This design comes from an exercise in tuning for a short achievable clock period and few clock cycles on the open sky130 flow, not from production work.
Function was checked by simulation only, so behaviour that the tests miss may differ from the original.
Power is estimated from default activity; no workload was simulated.

## flow/design.v (module list and top-level ports; edited modules follow where they fit)
// module dcpu16_core: 853 lines
// module dcpu16_mul_csa: 642 lines
module dcpu16_core (
    input  wire        clk,
    input  wire        rst,           
    output reg         mem_req,
    output reg         mem_we,
    output reg  [15:0] mem_addr,
    output reg  [15:0] mem_wdata,
    input  wire        mem_ack,
    input  wire [15:0] mem_rdata,
    input  wire        irq_valid,
    input  wire [15:0] irq_msg,
    input  wire [15:0] hw_count,
    output wire        dev_req,
    output wire        dev_hwi,       
    output wire [15:0] dev_index,
    input  wire        dev_ack,
    input  wire [31:0] dev_id,
    input  wire [31:0] dev_mfr,
    input  wire [15:0] dev_ver,
    output wire        fault,
    output reg  [1:0]  fault_kind     
);
  // ...
==> flow/run.sh <==
#!/bin/bash
# synth_recipe.tcl (not shown) runs the flow's synth.tcl, then flattens the netlist and writes it again
# the make line also repeats each setting of config.mk as NAME=value (left out here)
make -C /OpenROAD-flow-scripts/flow DESIGN_CONFIG=/design/flow/config.mk WORK_HOME=/design/flow/orfs CLKGATE_MAP_FILE= SYNTH_SCRIPT=/design/flow/synth_recipe.tcl finish
==> flow/config.mk <==
export PLATFORM = sky130hd
export DESIGN_NAME = dcpu16_core
export DESIGN_NICKNAME = dcpu16_core
export VERILOG_FILES = /design/flow/design.v
export SDC_FILE = /design/flow/constraint.sdc
export NUM_CORES = 4
export LEC_CHECK = 0
export ABC_CLOCK_PERIOD_IN_PS = 5000
export CAP_MARGIN = 20
export CORE_MARGIN = 2
export CORE_UTILIZATION = 25
export PLACE_DENSITY = 0.42
export SETUP_SLACK_MARGIN = 5
export SLEW_MARGIN = 20
==> flow/constraint.sdc <==
create_clock -name core_clock -period 10.0 [get_ports {clk}]
set_input_delay 2.0000 -clock core_clock [delete_from_list [all_inputs] [get_ports {clk}]]
set_output_delay 2.0000 -clock core_clock [all_outputs]
set_load 0.01 [all_outputs]
==> metrics.md, run 1 <==
| Metric | Value |
|---|---|
| Pre-antenna DRT Iters | `8` |
| Synthesized flop and latch total | `1276` |
| Clk tree area frac | `under 10%` |
| Initial antenna violation count | `~160` |
| Psw | `around 26000 uW` |
| Top-area cell type share of the netlist area | `19.8%` |
| Fmax | `0.169 GHz` |
| CP required | `~11 ns` |
| CP endpoint | `sp[12]` |
| ANT cells | `72` |
| Crit path kind | `reg -> reg` |
| Largest buffer count on any clock path | `4` |
| Setup ws final | `4.09 ns` |
| Reg clk slew, reported paths | `roughly 0.06 ns` |
| Die height | `721 um` |
| # DRC | `0` |
| Initial drt markers | `~22k` |
| Most common cell after layout, fill and taps aside | `nor2_1` |
| Layout cells sized above 1 | `22.8%` |
| Slew HR | `4.69%` |
| Comb power frac | `a little over two thirds` |
| Post-layout util | `about a third` |
| WL met3 | `approximately 110 mm` |
| Combinational gate power | `33600 uW` |
| Final total power | `47700 uW` |
| Worst Path Arrival | `between 6 and 7 ns` |
| R2R Setup Slk | `4.09 ns` |
| Hold path startpoint | `dv_n[16]` |
| Initial Utilization | `approximately a quarter` |
| Distinct cell type count after synthesis | `126` |
| Area after DPL | `0.142 mm2` |
| Reg2reg path depth | `24` |
| Status | `finished clean` |
| Slew @ Worst Pin | `roughly 1.4 ns` |
| Max layer used | `met5` |
| Vias in the first global route | `~130k` |
| Vias | `between 100k and 150k` |
| WL met2 | `373 mm` |
| Crit Path Max Fanout | `4` |
| Layout Nets | `roughly 18k` |
| Final period utilization | `between 50 and 60%` |
| Met1 Track Usage GR | `between 40% and 50%` |
| CP max stage cell | `a221o_2` |
| GRT busiest layer | `met2` |
| H-tree depth | `4` |
Testbench counts, summed over its fixed seeds: cycles 97,163.
==> module dcpu16_core, before the edit <==
module dcpu16_core (
    input  wire        clk,
    input  wire        rst,           
    output reg         mem_req,
    output reg         mem_we,
    output reg  [15:0] mem_addr,
    output reg  [15:0] mem_wdata,
    input  wire        mem_ack,
    input  wire [15:0] mem_rdata,
    input  wire        irq_valid,
    input  wire [15:0] irq_msg,
    input  wire [15:0] hw_count,
    output wire        dev_req,
    output wire        dev_hwi,       
    output wire [15:0] dev_index,
    input  wire        dev_ack,
    input  wire [31:0] dev_id,
    input  wire [31:0] dev_mfr,
    input  wire [15:0] dev_ver,
    output wire        fault,
    output reg  [1:0]  fault_kind     
);
    localparam S_F    = 5'd0,   
               S_AN   = 5'd1,   
               S_BN   = 5'd2,   
               S_RA   = 5'd3,   
               S_RB   = 5'd4,   
               S_X    = 5'd5,   
               S_W    = 5'd6,   
               S_DIV  = 5'd7,   
               S_JSR  = 5'd8,   
               S_DLV1 = 5'd9,   
               S_DLV2 = 5'd10,  
               S_RFI1 = 5'd11,  
               S_RFI2 = 5'd12,  
               S_HW   = 5'd13,  
               S_DEV  = 5'd14,  
               S_FAULT= 5'd15,
               S_DVS  = 5'd16,  
               S_INT  = 5'd17,  
               S_MUL  = 5'd18,  
               S_DV2  = 5'd19,  
               S_SPX  = 5'd20;  
    localparam OP_SET = 5'h01, OP_ADD = 5'h02, OP_SUB = 5'h03, OP_MUL = 5'h04,
               OP_MLI = 5'h05, OP_DIV = 5'h06, OP_DVI = 5'h07, OP_MOD = 5'h08,
               OP_MDI = 5'h09, OP_AND = 5'h0a, OP_BOR = 5'h0b, OP_XOR = 5'h0c,
               OP_SHR = 5'h0d, OP_ASR = 5'h0e, OP_SHL = 5'h0f, OP_IFB = 5'h10,
               OP_IFC = 5'h11, OP_IFE = 5'h12, OP_IFN = 5'h13, OP_IFG = 5'h14,
               OP_IFA = 5'h15, OP_IFL = 5'h16, OP_IFU = 5'h17, OP_ADX = 5'h1a,
               OP_SBX = 5'h1b, OP_STI = 5'h1e, OP_STD = 5'h1f;
    localparam SP_JSR = 5'h01, SP_INT = 5'h08, SP_IAG = 5'h09, SP_IAS = 5'h0a,
               SP_RFI = 5'h0b, SP_IAQ = 5'h0c, SP_HWN = 5'h10, SP_HWQ = 5'h11,
               SP_HWI = 5'h12;
    reg [15:0] x [0:7];              
    reg [15:0] pc, sp, ex, ia;
    reg [15:0] spm1;                 
    reg [15:0] spp1;                 
    reg        skipping, iq, fq;
    reg [4:0]  state;
    reg [20:0] sh;                   
    reg        w_a;                  
    reg        wd_ia, wd_hw, wd_av;  
    reg        xp;                   
    reg        x_div;                
    reg [15:0] ir;
    reg [15:0] opa, opb;             
    reg [15:0] aadr, badr;           
    reg        pf_v;                 
    reg [15:0] pf_w;
    reg        f_dropped;            
    reg        b_bound;              
    reg [15:0] res, ex_res;          
    reg [15:0] msg;                  
    reg [15:0] hw_r;                 
    reg        hw_ok;                
    localparam QDEPTH = 16;
    reg [15:0] q_mem [0:QDEPTH-1];
    reg [3:0]  q_rd, q_wr;
    reg [4:0]  q_cnt;
    reg [31:0] dv_n;                 
    reg [31:0] dv_q;                 
    reg [15:0] dv_r;                 
    reg [15:0] dv_rem16;             
    reg [15:0] dv_d;                 
    reg [5:0]  dv_cnt;               
    reg        dv_setup;             
    reg        dv_neg_q, dv_neg_r;
    function automatic [20:0] f_oh(input [4:0] st);
        f_oh = 21'h1 << st;
    endfunction
    function automatic f_nw(input [5:0] c);
        f_nw = (c[5:3] == 3'b010) || c == 6'h1a || c == 6'h1e || c == 6'h1f;
    endfunction
    function automatic f_mem(input [5:0] c);
        f_mem = (c[5:3] == 3'b001) || (c[5:3] == 3'b010) || c == 6'h18 || c == 6'h19 ||
                c == 6'h1a || c == 6'h1e;
    endfunction
    function automatic f_unsup(input [15:0] w);
        if (w[4:0] == 5'h00)
            f_unsup = !(w[9:5] == SP_JSR || w[9:5] == SP_INT || w[9:5] == SP_IAG ||
                        w[9:5] == SP_IAS || w[9:5] == SP_RFI || w[9:5] == SP_IAQ ||
                        w[9:5] == SP_HWN || w[9:5] == SP_HWQ || w[9:5] == SP_HWI);
        else
            f_unsup = (w[4:0] == 5'h18 || w[4:0] == 5'h19 || w[4:0] == 5'h1c || w[4:0] == 5'h1d);
    endfunction
    wire [15:0] fw      = (state == S_DEV) ? pf_w : mem_rdata;
    wire        fw_spc  = (fw[4:0] == 5'h00);
    wire        fw_anw  = f_nw(fw[15:10]);
    wire        fw_bnw  = !fw_spc && f_nw({1'b0, fw[9:5]});
    wire        fw_cond = !fw_spc && (fw[4:3] == 2'b10);
    wire [4:0] op    = ir[4:0];
    wire [4:0] bcode = ir[9:5];
    wire [5:0] acode = ir[15:10];
    wire       is_special = (op == 5'h00);
    wire [4:0] sop   = bcode;
    wire       a_nw  = f_nw(acode);
    wire       b_nw  = !is_special && f_nw({1'b0, bcode});
    wire       a_mem = f_mem(acode);
    wire       b_mem = !is_special && f_mem({1'b0, bcode});
    wire       reads_a = is_special ? !(sop == SP_IAG || sop == SP_HWN || sop == SP_RFI) : 1'b1;
    wire       reads_b = !is_special && !(op == OP_SET || op == OP_STI || op == OP_STD);
    wire       need_ra = reads_a && a_mem;
    wire       need_rb = reads_b && b_mem;
    wire       is_cond = !is_special && (op[4:3] == 2'b10);
    wire       is_div  = !is_special && (op == OP_DIV || op == OP_DVI || op == OP_MOD || op == OP_MDI);
    wire       writes_a = is_special && (sop == SP_IAG || sop == SP_HWN);
    wire       mem_dest = (!is_special && !is_cond && b_mem) || (writes_a && a_mem);
    wire       fast_op = (op == OP_ADD || op == OP_SUB || op == OP_AND || op == OP_BOR ||
                          op == OP_XOR || op == OP_SET || op == OP_STI || op == OP_STD);
    wire       w_av    = !is_special && (op == OP_SET || op == OP_STI || op == OP_STD);
    wire       op_wex  = !is_special && (op == OP_ADD || op == OP_SUB || op == OP_MUL ||
                          op == OP_MLI || op == OP_DIV || op == OP_DVI || op == OP_SHR ||
                          op == OP_ASR || op == OP_SHL || op == OP_ADX || op == OP_SBX);
    wire       a_stk   = (acode == 6'h18);
    wire       b_stk   = (bcode == 5'h18);
    wire [5:0] dcode   = is_special ? acode : {1'b0, bcode};
    wire       set_pc_fast = !is_special && op == OP_SET && bcode == 5'h1c &&
                             (need_ra || acode == 6'h1f);
    function automatic [15:0] lit_small(input [5:0] c);
        lit_small = {10'h0, c} - 16'h0021;
    endfunction
    wire [15:0] av_h = opa;
    function automatic [5:0] f_seq(input [15:0] w, input [2:0] p);
        reg spc, anw, bnw, amem, bmem, rda, rdb, cond, dv, fst, spf;
        reg [4:0] o, s;
        reg [5:0] ac, bc;
        reg [5:0] t;
        begin
            o = w[4:0]; s = w[9:5]; ac = w[15:10]; bc = {1'b0, w[9:5]};
            spc  = (o == 5'h00);
            anw  = f_nw(ac);
            bnw  = !spc && f_nw(bc);
            amem = f_mem(ac);
            bmem = !spc && f_mem(bc);
            rda  = amem && (spc ? !(s == SP_IAG || s == SP_HWN || s == SP_RFI) : 1'b1);
            rdb  = bmem && !(o == OP_SET || o == OP_STI || o == OP_STD);
            cond = !spc && (o[4:3] == 2'b10);
            dv   = !spc && (o == OP_DIV || o == OP_DVI || o == OP_MOD || o == OP_MDI);
            fst  = (o == OP_ADD || o == OP_SUB || o == OP_AND || o == OP_BOR ||
                    o == OP_XOR || o == OP_SHR || o == OP_ASR || o == OP_SHL ||
                    o == OP_ADX || o == OP_SBX || o == OP_SET || o == OP_STI || o == OP_STD);
            spf  = (o == OP_SET) && (rda || ac == 6'h1f);
            if (spc) begin
                case (s)
                    SP_JSR: t = {1'b0, S_JSR};
                    SP_INT: t = {1'b0, S_INT};
                    SP_IAG, SP_HWN: t = amem ? {1'b0, S_W} : (ac == 6'h1c || ac == 6'h1b) ? {1'b0, S_X} : {1'b1, S_F};
                    SP_RFI: t = {1'b0, S_RFI1};
                    SP_HWQ, SP_HWI: t = (amem || ac[5] || ac == 6'h1f) ? {1'b0, S_DEV} : {1'b0, S_HW};
                    default: t = {1'b1, S_F};
                endcase
            end else if (cond) t = {1'b1, S_F};
            else if (dv) t = (o == OP_DVI || o == OP_MDI) ? {1'b0, S_DVS} : {1'b0, S_DV2};
            else if (o == OP_MUL || o == OP_MLI) t = {1'b0, S_MUL};
            else if (bmem) t = fst ? {1'b0, S_W} : {1'b0, S_X};
            else if (bc == 6'h1c) t = spf ? {1'b0, S_F} : {1'b0, S_X};
            else if (bc == 6'h1b) t = {1'b0, S_X};
            else t = {1'b1, S_F};
            if (p == 3'd0 && anw)                    f_seq = {1'b0, S_AN};
            else if (p <= 3'd1 && bnw)               f_seq = {1'b0, S_BN};
            else if (p <= 3'd2 && rda)               f_seq = {1'b0, S_RA};
            else if (p <= 3'd3 && rdb)               f_seq = {1'b0, S_RB};
            else                                     f_seq = t;
        end
    endfunction
    wire [5:0] seq_f  = f_seq(fw, 3'd0);
    wire [5:0] seq_ir = f_seq(ir, (state == S_AN) ? 3'd1 : (state == S_BN) ? 3'd2 : (state == S_RA) ? 3'd3 : 3'd4);
    wire [15:0] xa = opa, xb = opb;
    function automatic [17:0] f_add3(input [15:0] b, input [15:0] a, input [15:0] c, input neg);
        reg [17:0] p, q, r, s3, c3;
        begin
            p  = {2'b00, b};
            q  = neg ? {2'b11, ~a} : {2'b00, a};
            r  = {2'b00, c};
            s3 = p ^ q ^ r;
            c3 = ((p & q) | (p & r) | (q & r)) << 1;
            f_add3 = s3 + c3 + {17'h0, neg};
        end
    endfunction
    wire        x_neg = (op == OP_SUB) || (op == OP_SBX);
    wire        x_wx  = (op == OP_ADX) || (op == OP_SBX);
    wire [17:0] x_sum = f_add3(xb, xa, x_wx ? ex : 16'h0000, x_neg);
    wire        mli   = (op == OP_MLI);
    wire [31:0] m_s, m_c;
    dcpu16_mul_csa u_mul (.a(xa), .b(xb), .mli(mli), .s(m_s), .c(m_c));
    reg  [31:0] mp_s, mp_c;
    wire [31:0] mul_p = mp_s + mp_c;
    wire [31:0] shr_t = {xb, 16'h0000} >> xa;
    wire signed [31:0] asr_t = $signed({xb, 16'h0000}) >>> xa;
    wire [31:0] shl_t = {16'h0000, xb} << xa;
    wire [15:0] dq_hi = dv_neg_q ? (16'h0000 - dv_q[31:16]) : dv_q[31:16];
    wire [15:0] dq_lo = dv_neg_q ? (16'h0000 - dv_q[15:0])  : dv_q[15:0];
    wire [15:0] dr    = dv_neg_r ? (16'h0000 - dv_rem16)    : dv_rem16;
    reg [15:0] alu_res, alu_ex;
    always @(*) begin
        alu_res = xa;
        alu_ex  = 16'h0000;
        if (x_div) begin
            if (op == OP_DIV || op == OP_DVI) begin alu_res = dq_hi; alu_ex = dq_lo; end
            else alu_res = dr;
        end else case (op)
            OP_ADD: begin alu_res = x_sum[15:0]; alu_ex = {15'h0, x_sum[16]}; end
            OP_SUB: begin alu_res = x_sum[15:0]; alu_ex = {16{x_sum[17]}}; end
            OP_MUL, OP_MLI: begin alu_res = mul_p[15:0]; alu_ex = mul_p[31:16]; end
            OP_AND: alu_res = xb & xa;
            OP_BOR: alu_res = xb | xa;
            OP_XOR: alu_res = xb ^ xa;
            OP_SHR: begin alu_res = shr_t[31:16]; alu_ex = shr_t[15:0]; end
            OP_ASR: begin alu_res = asr_t[31:16]; alu_ex = asr_t[15:0]; end
            OP_SHL: begin alu_res = shl_t[15:0];  alu_ex = shl_t[31:16]; end
            OP_ADX: begin alu_res = x_sum[15:0]; alu_ex = (x_sum[17:16] != 2'b00) ? 16'h0001 : 16'h0000; end
            OP_SBX: begin
                alu_res = x_sum[15:0];
                alu_ex  = x_sum[17] ? 16'hffff : x_sum[16] ? 16'h0001 : 16'h0000;
            end
            OP_DIV, OP_DVI, OP_MOD, OP_MDI: begin alu_res = 16'h0000; alu_ex = 16'h0000; end
            default: ;    
        endcase
    end
    reg cond_ok;
    always @(*) begin
        case (op)
            OP_IFB:  cond_ok = (xb & xa) != 16'h0000;
            OP_IFC:  cond_ok = (xb & xa) == 16'h0000;
            OP_IFE:  cond_ok = xb == xa;
            OP_IFN:  cond_ok = xb != xa;
            OP_IFG:  cond_ok = xb > xa;
            OP_IFA:  cond_ok = $signed(xb) > $signed(xa);
            OP_IFL:  cond_ok = xb < xa;
            OP_IFU:  cond_ok = $signed(xb) < $signed(xa);
            default: cond_ok = 1'b1;
        endcase
    end
    wire [15:0] x_val = is_special ? ((sop == SP_IAG) ? ia : (sop == SP_HWN) ? hw_r : xa) : alu_res;
    wire [15:0] fb = mem_rdata;
    wire [17:0] f_sum = f_add3(fb, av_h, x_wx ? ex : 16'h0000, x_neg);
    wire [31:0] fshr = {fb, 16'h0000} >> av_h;
    wire signed [31:0] fasr = $signed({fb, 16'h0000}) >>> av_h;
    wire [31:0] fshl = {16'h0000, fb} << av_h;
    reg  [15:0] f_res, f_ex;
    always @(*) begin
        f_ex = 16'h0000;
        case (op)
            OP_ADD:  begin f_res = f_sum[15:0]; f_ex = {15'h0, f_sum[16]}; end
            OP_SUB:  begin f_res = f_sum[15:0]; f_ex = {16{f_sum[17]}}; end
            OP_AND:  f_res = fb & av_h;
            OP_BOR:  f_res = fb | av_h;
            OP_SHR:  begin f_res = fshr[31:16]; f_ex = fshr[15:0]; end
            OP_ASR:  begin f_res = fasr[31:16]; f_ex = fasr[15:0]; end
            OP_SHL:  begin f_res = fshl[15:0];  f_ex = fshl[31:16]; end
            OP_ADX:  begin f_res = f_sum[15:0]; f_ex = (f_sum[17:16] != 2'b00) ? 16'h0001 : 16'h0000; end
            OP_SBX:  begin
                f_res = f_sum[15:0];
                f_ex  = f_sum[17] ? 16'hffff : f_sum[16] ? 16'h0001 : 16'h0000;
            end
            default: f_res = fb ^ av_h;      
        endcase
    end
    reg         dv_signed;            
    wire        dv_long   = (op == OP_DIV) || (op == OP_DVI);
    wire [15:0] b_mag = (dv_signed && opb[15]) ? (16'h0000 - opb) : opb;
    wire [15:0] a_mag = (dv_signed && opa[15]) ? (16'h0000 - opa) : opa;
    reg  [15:0] dv_nb;                
    reg  [19:0] dm [1:15];            
    wire [19:0] r_sh = {dv_r, dv_n[31:28]};
    wire [15:0] dv_dd = dv_signed ? dv_d : opa;     
    wire [15:0] dv_nn = dv_signed ? dv_nb : opb;
    reg  [20:0] dd [1:15];
    reg  [15:0] st_r;
    reg  [3:0]  st_dig;
    integer k;
    always @(*) begin
        for (k = 1; k < 16; k = k + 1)
            dd[k] = {1'b0, r_sh} - {1'b0, dm[k]};
        st_r   = r_sh[15:0];
        st_dig = 4'd0;
        for (k = 1; k < 16; k = k + 1)
            if (!dd[k][20]) begin
                st_r   = dd[k][15:0];
                st_dig = k;
            end
    end
    wire [31:0] st_n = {dv_n[27:0], 4'h0};
    wire [31:0] st_q = {dv_q[27:0], st_dig};
    wire [5:0] dv_cnt_n = dv_cnt + 6'd4;
    wire       dv_via_x = mem_dest || (bcode == 5'h1c) || (bcode == 5'h1b);
    wire q_empty = (q_cnt == 5'd0);
    wire q_full  = (q_cnt == QDEPTH);
    wire dlv_pend = !iq && !q_empty;             
    wire f_bubble  = sh[S_F] && dlv_pend && xp;
    wire f_deliver = sh[S_F] && dlv_pend && !xp && !skipping && ia != 16'h0000;
    wire f_drop    = (state == S_F) && dlv_pend && !xp && !skipping && ia == 16'h0000 && !f_dropped;
    wire int_enq  = (state == S_INT) && fq && iq;
    wire int_dlv  = sh[S_INT] && !(fq && iq) && ia != 16'h0000;
    wire q_push   = (state != S_FAULT) && (irq_valid || int_enq);
    wire [15:0] q_push_msg = int_enq ? opa : irq_msg;
    wire q_pop    = f_deliver || f_drop;
    wire q_overflow = q_push && q_full && !q_pop;
    always @(posedge clk) begin
        if (rst) begin
            q_rd  <= 4'd0;
            q_wr  <= 4'd0;
            q_cnt <= 5'd0;
        end else begin
            if (q_push && !q_overflow) begin
                q_mem[q_wr] <= q_push_msg;
                q_wr <= q_wr + 4'd1;
            end
            if (q_pop)
                q_rd <= q_rd + 4'd1;
            q_cnt <= q_cnt + ((q_push && !q_overflow) ? 5'd1 : 5'd0) - (q_pop ? 5'd1 : 5'd0);
        end
    end
    wire a_rd  = sh[S_RA] || (sh[S_W] && w_a);
    wire b_rd  = sh[S_RB] || (sh[S_W] && !w_a);
    wire a_spm = sh[S_JSR] || sh[S_DLV1] || sh[S_DLV2] || sh[S_INT] || f_deliver;
    wire a_sp  = sh[S_RFI1] || sh[S_RFI2];
    always @(*) begin
        mem_req = sh[S_AN] || sh[S_BN] || sh[S_RA] || sh[S_RB] || sh[S_W] || sh[S_JSR] ||
                  sh[S_DLV1] || sh[S_DLV2] || sh[S_RFI1] || sh[S_RFI2] || int_dlv ||
                  ((sh[S_HW] || sh[S_DEV]) && !pf_v) || (sh[S_F] && !f_bubble);
        mem_we  = sh[S_W] || sh[S_JSR] || sh[S_DLV1] || sh[S_DLV2] || sh[S_INT] || f_deliver;
        mem_addr = ({16{a_rd}} & aadr) | ({16{b_rd}} & badr) | ({16{a_spm}} & spm1) |
                   ({16{a_sp}} & sp) | ({16{!(a_rd || b_rd || a_spm || a_sp)}} & pc);
        mem_wdata = sh[S_W] ? (wd_ia ? ia : wd_hw ? hw_r : wd_av ? opa : res) :
                    sh[S_DLV2] ? x[0] : pc;
    end
    assign dev_req   = sh[S_DEV] && hw_ok;
    assign dev_hwi   = (sop == SP_HWI);
    assign dev_index = opa;
    assign fault = sh[S_FAULT];
    task automatic write_dest(input [15:0] v);
        casez (dcode)
            6'b000???: x[dcode[2:0]] <= v;
            6'h1b:     sp <= v;
            6'h1c:     pc <= v;
            6'h1d:     ex <= v;
            default: ;
        endcase
    endtask
    wire skip_eff = (xp && is_cond) ? !cond_ok : skipping;
    wire [15:0] pc1 = pc + 16'd1;
    wire [15:0] pc2 = pc + 16'd2;
    wire [15:0] pc3 = pc + 16'd3;
    wire        xfw      = (state == S_F) && xp;
    wire        x_stid   = !is_special && (op == OP_STI || op == OP_STD);
    wire        xd_en    = xfw && ((!is_special && !is_cond) || writes_a) && (dcode[5:3] == 3'b000);
    wire [15:0] x6_new   = ((dcode == 6'd6) ? xa : x[6]) + ((op == OP_STI) ? 16'h0001 : 16'hffff);
    wire [15:0] x7_new   = ((dcode == 6'd7) ? xa : x[7]) + ((op == OP_STI) ? 16'h0001 : 16'hffff);
    wire        hwq_ack  = (state == S_DEV) && (sop == SP_HWQ);
    reg  [15:0] xr [0:7];
    integer i2;
    always @(*) begin
        for (i2 = 0; i2 < 8; i2 = i2 + 1)
            xr[i2] = x[i2];
        if (hwq_ack) begin
            xr[0] = dev_id[15:0];
            xr[1] = dev_id[31:16];
            xr[2] = dev_ver;
            xr[3] = dev_mfr[15:0];
            xr[4] = dev_mfr[31:16];
        end
    end
    function automatic [15:0] f_rv(input [2:0] k);
        if (xfw && x_stid && k == 3'd6)      f_rv = x6_new;
        else if (xfw && x_stid && k == 3'd7) f_rv = x7_new;
        else if (xd_en && dcode[2:0] == k)   f_rv = x_val;
        else                                 f_rv = xr[k];
    endfunction
    wire [15:0] ra_val = f_rv(fw[12:10]);
    wire [15:0] rb_val = f_rv(fw[7:5]);
    wire [15:0] ex_fwd = (xfw && !is_special && !is_cond && op_wex) ? alu_ex :
                         (xfw && ((!is_special && !is_cond) || writes_a) && dcode == 6'h1d) ? x_val : ex;
    reg  [15:0] opa_n, opb_n;
    always @(*) begin
        casez (fw[15:10])
            6'b000???: opa_n = ra_val;
            6'h1b:     opa_n = sp;
            6'h1c:     opa_n = fw_bnw ? pc2 : pc1;
            6'h1d:     opa_n = ex_fwd;
            default:   opa_n = lit_small(fw[15:10]);
        endcase
        casez (fw[9:5])
            5'b00???:  opb_n = rb_val;
            5'h1b:     opb_n = sp;
            5'h1c:     opb_n = fw_anw ? pc2 : pc1;
            default:   opb_n = ex_fwd;
        endcase
    end
    task automatic take_word;
        begin
            f_dropped <= 1'b0;
            ir    <= fw;
            w_a   <= (fw[4:0] == 5'h00);
            wd_ia <= (fw[4:0] == 5'h00) && (fw[9:5] == SP_IAG);
            wd_hw <= (fw[4:0] == 5'h00) && (fw[9:5] == SP_HWN);
            wd_av <= (fw[4:0] == OP_SET) || (fw[4:0] == OP_STI) || (fw[4:0] == OP_STD);
            dv_signed <= (fw[4:0] == OP_DVI) || (fw[4:0] == OP_MDI);
            opa   <= opa_n;
            opb   <= opb_n;
            hw_ok <= lit_small(fw[15:10]) < hw_r;
            aadr  <= (fw[15:13] == 3'b001) ? ra_val : sp;
            badr  <= (fw[9:8] == 2'b01) ? rb_val : (fw[9:5] == 5'h18) ? spm1 : sp;
            if (f_unsup(fw)) begin
                fault_kind <= 2'd1;
                begin state <= S_FAULT; sh <= f_oh(S_FAULT); end
            end else if (skip_eff) begin
                begin state <= S_F; sh <= f_oh(S_F); end
            end else begin
                begin state <= seq_f[4:0]; sh <= f_oh(seq_f[4:0]); end
                xp    <= seq_f[5];
            end
            if (skip_eff) begin
                skipping <= fw_cond;
                pc <= (fw_anw && fw_bnw) ? pc3 : (fw_anw || fw_bnw) ? pc2 : pc1;
            end else begin
                skipping <= 1'b0;
                pc <= pc1;
            end
            if (!skip_eff && !f_unsup(fw)) begin
                if (fw_rfi && hit0 && hit1) begin
                    x[0] <= val0;
                    pc   <= val1;
                    sp   <= sp + 16'd2;
                    spm1 <= spp1;
                    spp1 <= sp + 16'd3;
                    iq   <= 1'b0;
                    begin state <= S_F; sh <= f_oh(S_F); end
                    xp   <= 1'b0;
                end else if (fw_pa && !fw_bnw && hit0) begin
                    opa   <= val0;
                    hw_ok <= val0 < hw_r;
                    if (fw_setpc) pc <= val0;
                    if (fw[15:10] == 6'h18) begin
                        sp   <= spp1;
                        spm1 <= sp;
                        spp1 <= sp + 16'd2;
                        if (!fw_spc && fw[9:5] == 5'h1b) opb  <= spp1;
                        if (!fw_spc && fw[9:5] == 5'h18) badr <= sp;
                        if (!fw_spc && fw[9:5] == 5'h19) badr <= spp1;
                    end
                    begin state <= seq_f3[4:0]; sh <= f_oh(seq_f3[4:0]); end
                    xp <= seq_f3[5];
                end
            end
        end
    endtask
    reg [15:0] wc_a [0:7];
    reg [15:0] wc_d [0:7];
    reg [7:0]  wc_v;
    reg [2:0]  wc_p;
    reg [7:0]  wc_m, wc_h0, wc_h1;
    reg [15:0] val0, val1;
    integer i3;
    always @(*) begin
        val0 = 16'h0000;
        val1 = 16'h0000;
        for (i3 = 0; i3 < 8; i3 = i3 + 1) begin
            wc_m[i3]  = wc_v[i3] && (wc_a[i3] == mem_addr);
            wc_h0[i3] = wc_v[i3] && (wc_a[i3] == sp);
            wc_h1[i3] = wc_v[i3] && (wc_a[i3] == spp1);
            val0 = val0 | ({16{wc_h0[i3]}} & wc_d[i3]);
            val1 = val1 | ({16{wc_h1[i3]}} & wc_d[i3]);
        end
    end
    wire hit0 = |wc_h0;              
    wire hit1 = |wc_h1;              
    wire wr_now = mem_req && mem_we && mem_ack;
    always @(posedge clk) begin
        if (wr_now) begin
            if (|wc_m) begin
                for (i3 = 0; i3 < 8; i3 = i3 + 1)
                    if (wc_m[i3]) wc_d[i3] <= mem_wdata;
            end else begin
                wc_a[wc_p] <= mem_addr;
                wc_d[wc_p] <= mem_wdata;
            end
        end
    end
    wire fw_rfi  = fw_spc && (fw[9:5] == SP_RFI) && !fw_anw;
    wire fw_pa   = (fw[15:10] == 6'h18 || fw[15:10] == 6'h19) &&
                   !(fw_spc && (fw[9:5] == SP_IAG || fw[9:5] == SP_HWN || fw[9:5] == SP_RFI));
    wire fw_setpc = !fw_spc && (fw[4:0] == OP_SET) && (fw[9:5] == 5'h1c);
    wire [5:0] seq_f3 = f_seq(fw, 3'd3);
    wire [5:0] seq_i3 = f_seq(ir, 3'd3);
    integer i;
    always @(posedge clk) begin
        hw_r <= hw_count;
        if (wr_now && !(|wc_m)) begin
            wc_v[wc_p] <= 1'b1;
            wc_p       <= wc_p + 3'd1;
        end
        if (rst) begin
            for (i = 0; i < 8; i = i + 1)
                x[i] <= 16'h0000;
            pc         <= 16'h0000;
            sp         <= 16'h0000;
            spm1       <= 16'hffff;
            spp1       <= 16'h0001;
            wc_v       <= 8'h00;
            wc_p       <= 3'd0;
            ex         <= 16'h0000;
            ia         <= 16'h0000;
            skipping   <= 1'b0;
            iq         <= 1'b0;
            fq         <= 1'b0;
            begin state <= S_F; sh <= f_oh(S_F); end
            xp         <= 1'b0;
            x_div      <= 1'b0;
            dv_signed  <= 1'b0;
            w_a        <= 1'b0;
            wd_ia      <= 1'b0;
            wd_hw      <= 1'b0;
            wd_av      <= 1'b0;
            hw_ok      <= 1'b0;
            fault_kind <= 2'd0;
            ir         <= 16'h0000;
            opa        <= 16'h0000;
            opb        <= 16'h0000;
            aadr       <= 16'h0000;
            badr       <= 16'h0000;
            b_bound    <= 1'b0;
            f_dropped  <= 1'b0;
            pf_v       <= 1'b0;
            pf_w       <= 16'h0000;
            res        <= 16'h0000;
            ex_res     <= 16'h0000;
            msg        <= 16'h0000;
            dv_n       <= 32'h0;
            dv_q       <= 32'h0;
            dv_r       <= 16'h0;
            dv_rem16   <= 16'h0;
            dv_d       <= 16'h0;
            dv_cnt     <= 6'd0;
            dv_setup   <= 1'b0;
            dv_neg_q   <= 1'b0;
            dv_neg_r   <= 1'b0;
        end else if (state == S_FAULT) begin
            begin state <= S_FAULT; sh <= f_oh(S_FAULT); end
        end else if (q_overflow) begin
            fault_kind <= 2'd2;
            begin state <= S_FAULT; sh <= f_oh(S_FAULT); end
        end else begin
            if (state == S_F) begin
                xp    <= 1'b0;
                x_div <= 1'b0;
            end
            if ((state == S_F && xp) || (state == S_X && !mem_dest)) begin
                if (is_special) begin
                    case (sop)
                        SP_IAS: ia <= opa;
                        SP_IAQ: fq <= (opa != 16'h0000);
                        SP_IAG, SP_HWN: write_dest(x_val);
                        default: ;      
                    endcase
                end else if (is_cond) begin
                    skipping <= !cond_ok;
                end else begin
                    write_dest(alu_res);
                    if (op_wex)
                        ex <= alu_ex;
                    if (op == OP_STI || op == OP_STD) begin
                        x[6] <= ((dcode == 6'd6) ? xa : x[6]) + ((op == OP_STI) ? 16'h0001 : 16'hffff);
                        x[7] <= ((dcode == 6'd7) ? xa : x[7]) + ((op == OP_STI) ? 16'h0001 : 16'hffff);
                    end
                end
            end
            case (state)
            S_F: begin
                b_bound <= 1'b0;
                if (f_drop && !mem_ack)
                    f_dropped <= 1'b1;
                if (f_bubble) begin
                end else if (f_deliver) begin
                    msg <= q_mem[q_rd];
                    if (mem_ack) begin
                        iq    <= 1'b1;
                        begin sp <= spm1; spm1 <= spm1 - 16'd1; spp1 <= sp; end
                        begin state <= S_DLV2; sh <= f_oh(S_DLV2); end
                    end else begin
                        begin state <= S_DLV1; sh <= f_oh(S_DLV1); end
                    end
                end else if (mem_ack) begin
                    take_word;
                end
            end
            S_AN: if (mem_ack) begin
                pc <= pc1;
                case (acode)
                    6'h1a:   aadr <= sp + mem_rdata;
                    6'h1e:   aadr <= mem_rdata;
                    6'h1f:   begin
                        opa <= mem_rdata;
                        hw_ok <= mem_rdata < hw_r;
                        if (set_pc_fast) pc <= mem_rdata;
                    end
                    default: aadr <= x[acode[2:0]] + mem_rdata;
                endcase
                begin state <= seq_ir[4:0]; sh <= f_oh(seq_ir[4:0]); end
                xp    <= seq_ir[5];
            end
            S_BN: if (mem_ack) begin
                pc <= pc1;
                case (bcode)
                    5'h1a:   badr <= sp + mem_rdata;
                    5'h1e:   badr <= mem_rdata;
                    5'h1f:   opb <= mem_rdata;
                    default: badr <= x[bcode[2:0]] + mem_rdata;
                endcase
                if (need_ra && (acode == 6'h18 || acode == 6'h19) && hit0) begin
                    opa   <= val0;
                    hw_ok <= val0 < hw_r;
                    if (a_stk) begin
                        sp   <= spp1;
                        spm1 <= sp;
                        spp1 <= sp + 16'd2;
                    end
                end
                if (need_ra && (acode == 6'h18 || acode == 6'h19) && hit0) begin
                    begin state <= seq_i3[4:0]; sh <= f_oh(seq_i3[4:0]); end
                    xp    <= seq_i3[5];
                end else begin
                    begin state <= seq_ir[4:0]; sh <= f_oh(seq_ir[4:0]); end
                    xp    <= seq_ir[5];
                end
            end
            S_RA: if (mem_ack) begin
                opa <= mem_rdata;
                hw_ok <= mem_rdata < hw_r;
                if (a_stk) begin
                    begin sp <= sp + 16'd1; spm1 <= sp; spp1 <= sp + 16'd2; end
                    if (bcode == 5'h1b) opb  <= sp + 16'd1;
                    if (bcode == 5'h18) badr <= sp;
                    if (bcode == 5'h19) badr <= sp + 16'd1;
                end
                if (set_pc_fast)
                    pc <= mem_rdata;
                begin state <= seq_ir[4:0]; sh <= f_oh(seq_ir[4:0]); end
                xp    <= seq_ir[5];
            end
            S_RB: if (mem_ack) begin
                opb    <= mem_rdata;
                res    <= f_res;
                ex_res <= f_ex;
                if (b_stk) begin
                    begin sp <= spm1; spm1 <= spm1 - 16'd1; spp1 <= sp; end
                    b_bound <= 1'b1;
                end
                begin state <= seq_ir[4:0]; sh <= f_oh(seq_ir[4:0]); end
                xp    <= seq_ir[5];
            end
            S_X: begin
                x_div <= 1'b0;
                if (mem_dest) begin
                    res    <= alu_res;
                    ex_res <= alu_ex;
                    begin state <= S_W; sh <= f_oh(S_W); end
                end else begin
                    begin state <= (dcode == 6'h1b) ? S_SPX : S_F; sh <= f_oh((dcode == 6'h1b) ? S_SPX : S_F); end
                end
            end
            S_SPX: begin
                spm1  <= sp - 16'd1;
                spp1  <= sp + 16'd1;
                begin state <= S_F; sh <= f_oh(S_F); end
            end
            S_W: if (mem_ack) begin
                if (op_wex)
                    ex <= ex_res;
                if (op == OP_STI || op == OP_STD) begin
                    x[6] <= x[6] + ((op == OP_STI) ? 16'h0001 : 16'hffff);
                    x[7] <= x[7] + ((op == OP_STI) ? 16'h0001 : 16'hffff);
                end
                if (is_special) begin
                    if (a_stk) begin sp <= sp + 16'd1; spm1 <= sp; spp1 <= sp + 16'd2; end
                end else if (b_stk && !b_bound) begin
                    begin sp <= spm1; spm1 <= spm1 - 16'd1; spp1 <= sp; end
                end
                begin state <= S_F; sh <= f_oh(S_F); end
            end
            S_DVS: begin
                dv_neg_q <= opb[15] ^ opa[15];
                dv_neg_r <= opb[15];
                dv_d     <= a_mag;
                dv_nb    <= b_mag;
                begin state <= S_DV2; sh <= f_oh(S_DV2); end
            end
            S_DV2: begin
                for (i = 1; i < 16; i = i + 1)
                    dm[i] <= dv_dd * i;
                dv_q <= 32'h0;
                if (!dv_signed) begin
                    dv_neg_q <= 1'b0;
                    dv_neg_r <= 1'b0;
                end
                if (dv_dd == 16'h0000) begin
                    dv_neg_q <= 1'b0;
                    dv_neg_r <= 1'b0;
                    dv_rem16 <= 16'h0;
                    x_div    <= 1'b1;
                    xp       <= !dv_via_x;
                    begin state <= dv_via_x ? S_X : S_F; sh <= f_oh(dv_via_x ? S_X : S_F); end
                end else if (dv_nn < dv_dd) begin
                    dv_r     <= dv_nn;
                    dv_rem16 <= dv_nn;
                    dv_n     <= 32'h0;
                    dv_cnt   <= 6'd16;
                    if (!dv_long) begin
                        x_div <= 1'b1;
                        xp    <= !dv_via_x;
                        begin state <= dv_via_x ? S_X : S_F; sh <= f_oh(dv_via_x ? S_X : S_F); end
                    end else begin
                        begin state <= S_DIV; sh <= f_oh(S_DIV); end
                    end
                end else if (dv_nn[15:4] < dv_dd) begin
                    dv_r   <= {4'h0, dv_nn[15:4]};
                    dv_n   <= {dv_nn[3:0], 28'h0};
                    dv_cnt <= 6'd12;
                    begin state <= S_DIV; sh <= f_oh(S_DIV); end
                end else if (dv_nn[15:8] < dv_dd) begin
                    dv_r   <= {8'h0, dv_nn[15:8]};
                    dv_n   <= {dv_nn[7:0], 24'h0};
                    dv_cnt <= 6'd8;
                    begin state <= S_DIV; sh <= f_oh(S_DIV); end
                end else if (dv_nn[15:12] < dv_dd) begin
                    dv_r   <= {12'h0, dv_nn[15:12]};
                    dv_n   <= {dv_nn[11:0], 20'h0};
                    dv_cnt <= 6'd4;
                    begin state <= S_DIV; sh <= f_oh(S_DIV); end
                end else begin
                    dv_r   <= 16'h0;
                    dv_n   <= {dv_nn, 16'h0};
                    dv_cnt <= 6'd0;
                    begin state <= S_DIV; sh <= f_oh(S_DIV); end
                end
            end
            S_DIV: begin
                dv_r   <= st_r;
                dv_n   <= st_n;
                dv_q   <= st_q;
                dv_cnt <= dv_cnt_n;
                if (dv_cnt_n == 6'd16)
                    dv_rem16 <= st_r;
                if ((dv_cnt_n == 6'd16 && (!dv_long || st_r == 16'h0)) || dv_cnt_n == 6'd32) begin
                    if (dv_cnt_n == 6'd16)
                        dv_q <= {st_q[15:0], 16'h0};
                    x_div <= 1'b1;
                    xp    <= !dv_via_x;
                    begin state <= dv_via_x ? S_X : S_F; sh <= f_oh(dv_via_x ? S_X : S_F); end
                end
            end
            S_MUL: begin
                mp_s  <= m_s;
                mp_c  <= m_c;
                xp    <= !dv_via_x;
                begin state <= dv_via_x ? S_X : S_F; sh <= f_oh(dv_via_x ? S_X : S_F); end
            end
            S_JSR: if (mem_ack) begin
                begin sp <= spm1; spm1 <= spm1 - 16'd1; spp1 <= sp; end
                pc    <= opa;
                begin state <= S_F; sh <= f_oh(S_F); end
            end
            S_INT: begin
                if (int_dlv) begin
                    msg <= opa;
                    if (mem_ack) begin
                        iq    <= 1'b1;
                        begin sp <= spm1; spm1 <= spm1 - 16'd1; spp1 <= sp; end
                        begin state <= S_DLV2; sh <= f_oh(S_DLV2); end
                    end else begin
                        begin state <= S_DLV1; sh <= f_oh(S_DLV1); end
                    end
                end else begin
                    begin state <= S_F; sh <= f_oh(S_F); end
                end
            end
            S_DLV1: if (mem_ack) begin
                iq    <= 1'b1;
                begin sp <= spm1; spm1 <= spm1 - 16'd1; spp1 <= sp; end
                begin state <= S_DLV2; sh <= f_oh(S_DLV2); end
            end
            S_DLV2: if (mem_ack) begin
                begin sp <= spm1; spm1 <= spm1 - 16'd1; spp1 <= sp; end
                x[0]  <= msg;
                pc    <= ia;
                begin state <= S_F; sh <= f_oh(S_F); end
            end
            S_RFI1: if (mem_ack) begin
                x[0]  <= mem_rdata;
                begin sp <= sp + 16'd1; spm1 <= sp; spp1 <= sp + 16'd2; end
                iq    <= 1'b0;
                begin state <= S_RFI2; sh <= f_oh(S_RFI2); end
            end
            S_RFI2: if (mem_ack) begin
                pc    <= mem_rdata;
                begin sp <= sp + 16'd1; spm1 <= sp; spp1 <= sp + 16'd2; end
                begin state <= S_F; sh <= f_oh(S_F); end
            end
            S_HW: begin
                if (!pf_v && mem_ack) begin
                    pf_v <= 1'b1;
                    pf_w <= mem_rdata;
                end
                hw_ok <= opa < hw_r;
                begin state <= S_DEV; sh <= f_oh(S_DEV); end
            end
            S_DEV: if (!hw_ok) begin
                fault_kind <= 2'd3;
                begin state <= S_FAULT; sh <= f_oh(S_FAULT); end
            end else if (!dev_ack) begin
                if (!pf_v && mem_ack) begin
                    pf_v <= 1'b1;
                    pf_w <= mem_rdata;
                end
            end else begin
                pf_v <= 1'b0;
                if (sop == SP_HWQ) begin
                    x[0] <= dev_id[15:0];
                    x[1] <= dev_id[31:16];
                    x[2] <= dev_ver;
                    x[3] <= dev_mfr[15:0];
                    x[4] <= dev_mfr[31:16];
                end
                if (pf_v && !dlv_pend)
                    take_word;
                else
                    begin state <= S_F; sh <= f_oh(S_F); end
            end
            default: begin state <= S_FAULT; sh <= f_oh(S_FAULT); end
            endcase
        end
    end
endmodule
==> run 2, diff against run 1 <==
--- a/flow/design.v
+++ b/flow/design.v
@@ -198,6 +198,5 @@
         end
     endfunction
-    wire        x_neg = (op == OP_SUB) || (op == OP_SBX);
-    wire        x_wx  = (op == OP_ADX) || (op == OP_SBX);
+    reg         x_neg, x_wx;         
     wire [17:0] x_sum = f_add3(xb, xa, x_wx ? ex : 16'h0000, x_neg);
     wire        mli   = (op == OP_MLI);
@@ -417,4 +416,6 @@
             wd_av <= (fw[4:0] == OP_SET) || (fw[4:0] == OP_STI) || (fw[4:0] == OP_STD);
             dv_signed <= (fw[4:0] == OP_DVI) || (fw[4:0] == OP_MDI);
+            x_neg <= (fw[4:0] == OP_SUB) || (fw[4:0] == OP_SBX);
+            x_wx  <= (fw[4:0] == OP_ADX) || (fw[4:0] == OP_SBX);
             opa   <= opa_n;
             opb   <= opb_n;
@@ -529,4 +530,6 @@
             x_div      <= 1'b0;
             dv_signed  <= 1'b0;
+            x_neg      <= 1'b0;
+            x_wx       <= 1'b0;
             w_a        <= 1'b0;
             wd_ia      <= 1'b0;
==> run 2 against run 1 <==
Sequential cell count up 2. Cell area decreased by 0.37%. Cell count grew 0.22%. First-iteration DRC count rose by 0.18%. Sequential power rose by 2%. Wire length shrank 1.6%. Total power down 6.2%. Critical path depth down 6. Critical path type unchanged. Largest power group unchanged.
==> metrics.md, run 2 <==
| Metric | Value |
|---|---|
| Psw | `24000 uW (-7.7%)` |
| Sw frac | `53.6%` |
| # DRC | `0 (unchanged)` |
| Layout cells sized above 1 | `22.2% (-0.67 points)` |
| Die Wd | `721 um` |
| RSZ-0062 raised after global routing | `yes` |
| Die height | `721 um (about the same)` |
| Pwr Density | `between 200 and 300 mW/mm2` |
| Initial antenna violation count | `110 (-33%)` |
| I/O Pins | `~190` |
| Std-Cell Rows | `approximately 260` |
| Sequential area share after synthesis | `a little over a quarter` |
| Post-synthesis cell area | `between 0.1 and 0.15 mm2` |
| Crit Path Max Fanout | `4 (unchanged)` |
| CTS tree | `yes` |
| Startpoint types | `flop` |
| Crit path kind | `reg -> reg` |
| Vias in the first global route | `131k (-0.28%)` |
| Total GRT Usage | `between 30 and 40%` |
| Most common cell in the netlist | `nand2_1` |
| Number of synthesized flops with an enable pin | `around 850` |
| PortBufs | `between 150 and 200` |
| Area leader, netlist | `edfxtp_1` |
| Synth Instances | `approximately 15k` |
| Synthesized flop and latch total | `1278 (+0.16%)` |
| Routed wire per std cell | `39.4 um` |
| Crit end category | `flop` |
| Final setup vio count | `0` |
| Clk root buf | `clkbuf_16` |
| Die area | `approximately 0.52 mm2` |
| Sequential cell fraction of total power | `about 16%` |
| R2R Setup Slk | `4.53 ns (+0.44 ns)` |
| Max Cap Viol | `0` |
| Wirelength, routed | `920 mm` |
| Gpl congestion | `around 1.1` |
| Slew @ Worst Pin | `1.25 ns (-0.171 ns)` |
| Final period utilization | `54.7% (-4.4 points)` |
| Initial Utilization | `25.1% (about the same)` |
| Status | `finished clean` |
| Setup TNS | `0 ns` |
| Via density | `roughly 6.1` |
| Area Growth Syn to Fin | `28.9%` |
| Pre-antenna DRT Iters | `13 (+5)` |
| Most common cell after layout, fill and taps aside | `nand2_1` |
| Regs by FF count | `q_mem (256), dm (135)` |
| Fmax | `0.183 GHz (+8.1%)` |
| Worst hold slack | `around 0.48 ns` |
| CP required | `10.86 ns (-0.02 ns)` |
| Biggest register | `q_mem` |
| Internal | `a little over 20000 uW` |
| Post-DP HPWL | `between 600 and 700 mm` |
| Overflow after GRT | `0` |
| Maximum VDD drop | `between 200 and 250 uV` |
| Largest buffer count on any clock path | `4 (unchanged)` |
| Leakage Power | `0.0624 uW` |
| Most instantiated cells after synthesis | `nand2_1, nor2_1, a21oi_1` |
| Syn avg cell area | `a little over 8 um2` |
| Core ar. | `0.513 mm2` |
| Ys async rst share | `0%` |
| Distinct cell type count after synthesis | `138 (+9.5%)` |
| Vias | `143k (-0.53%)` |
| Largest cells by area after synthesis | `edfxtp_1, ha_1, dfxtp_1, fa_1, xnor2_1` |
| Layout Nets | `17.7k (+0.43%)` |
| Clock share of power | `~16%` |
| Max reg flops | `approximately 260` |
| # hold bufs at CTS | `0` |
| Fin. max-slew vios | `0` |
| Syn Nets | `~17k` |
| Final Hold Vio Count | `0` |
| Clock Skews | `between 0.1 and 0.15 ns` |
| Antenna-violating nets left | `0` |
| Initial drt markers | `21.6k (+0.18%)` |
| CTS sink count | `approximately 1.3k` |
| Yosys Warn Count | `4` |
| H-tree depth | `4 (unchanged)` |
| CTS buffer count | `179` |
| Reg clk slew, reported paths | `0.06 ns (about the same)` |
| Top-area cell type share of the netlist area | `19.8% (about the same)` |
| Worst Path Arrival | `6.33 ns (-0.46 ns)` |
| Largest net degree at the start of global routing | `74` |
| Fin crit period | `5.47 ns` |
| Post-synth top flop | `edfxtp_1` |
| Commonest non-fill, non-tap cells in the layout | `nand2_1, nor2_1, buf_4` |
| Worst-Skew Late Latency | `1.00 ns` |
| HP Class | `reg -> reg` |
| Comb power frac | `68.0% (-2.5 points)` |
| Post-layout util | `32.3% (-0.12 points)` |
| Slew HR | `16.0% (+11 points)` |
| Global-route wire length before repair | `1210 mm` |
## run 2: changes by cell type after synthesis, sizes merged, moves of 20 or more
| cell | change |
|---|---|
| nand2 | +163 |
| a222oi | +29 |
| o22ai | -25 |
| nor2 | -58 |
| nand4 | +20 |
| o21ai | +90 |
| a21oi | +21 |
| a31oi | -21 |
| a21o | -21 |
| a211oi | -73 |
| clkbuf | +36 |
| a221o | -21 |
## run 2: path summary, 6_finish.rpt
path,start,endpoint,cells past startpoint
setup / recovery,ex[8],sp[11],18
hold / removal,sh[2],sh[2],2
setup reg to reg,ex[8],sp[11],18
hold reg to reg,sh[2],sh[2],2
## run 2: power by group through the flow
stage          sequential (uW)  combinational [uW]  clock [uW]
2_1_floorplan             6780               13400           0
3_3_place_gp              7400               24200           0
3_5_place_dp              7390               24100           0
4_1_cts                   7230               27700        7130
5_1_grt                   7260               31100        7280
6_report                  7280               30500        7030
## run 2: cell families after synthesis
| kind of cell | synth area share, % |
|---|---|
| AO/OA/AOI/OAI | 24.0 |
| XOR/XNOR | 6.80 |
| adder cells (fa/ha/maj) | 13.7 |
| buffers and inverters | 5.95 |
| flip-flops | 26.5 |
| multiplexers | 6.06 |
| AND/OR/NAND/NOR | 17.0 |
## run 2: layer usage
metal	wire length, um	vias up	GRT usage [%]
met2	368000	9711	47.8
met4	64700	52	18.4
met1	373000	72300	44.7
met3	114000	2370	10.6
met5	406	-	0
li1	-	58800	-
## run 2: critical path: stages, from the launching register on
cell	delay, ns
dfxtp_1	0.57
nand2_1	0.30
fa_1	0.58
inv_1	0.04
ha_1	0.37
a21o_1	0.23
a21o_1	0.20
a21o_1	0.18
a311o_1	0.31
a311oi_4	0.59
o31ai_2	0.13
buf_6	0.19
a221o_4	0.55
a221oi_2	0.25
o21ai_1	0.14
nor3_2	0.28
o21ai_1	0.10
a2bb2oi_2	0.25
o21ai_4	0.10
## run 2: timing repair
action | in CTS | in global routing
pin swaps | 294 | 392
resized for setup | 1553 | 783
cloned | 22 | 16
buffers inserted | 539 | 272
endpoints found under the setup margin | 1466 | 731
## run 2: cell type report
type                            count  area [um2]
Clock inverter                     98        1270
Inverter                          893        3620
Timing Repair inverter              1        8.76
Clock buffer                      230        4880
Sequential cell                  1278       34300
Multi-Input combinational cell  12200       95200
Antenna cell                       51         128
Timing Repair Buffer             1780       17800
Tap cell                         6757        8450
Fill cell                       54300      347000
## run 2: metrics by stage
stage | area (um2) | instances | worst slack (ns) | power, uW
floorplan | 130000 | 15500 | 4.45 | 20200
global placement | 142000 | 22100 | 1.76 | 31600
detailed placement | 142000 | 22100 | 1.88 | 31500
CTS | 159000 | 23000 | 4.60 | 42100
global route | 166000 | 23300 | 4.52 | 45700
finish | 166000 | 23300 | 4.53 | 44800
Testbench counts of run 2, summed over its fixed seeds: cycles 97,163.

==> separate check: timing with driven ports <==
No port has a modelled driver above. Below, the same layouts with a new extraction and two added sets of constraints. Step 1: set_driving_cell puts a clkbuf_16 on clk and a buf_2 on each other input, an assumption about the parent block. Step 2 also shifts input and output timing later by t, the mid clock arrival at the registers, as if the neighbouring blocks saw the same clock. Three values: ideal ports, drivers, drivers and shift; two values: the first two.
run	t (ns)	setup slack, ns	slew at the worst register clock pin (ns)
run 1	1.103	4.089 / 4.089 / 3.469	0.08 / 0.08
run 2	1.077	4.532 / 4.420 / 3.801	0.08 / 0.08
After both steps every run listed still meets setup and hold. The setup slack of run 2, which loses most, moves by -0.112 ns with the drivers and by -0.731 ns with both steps.
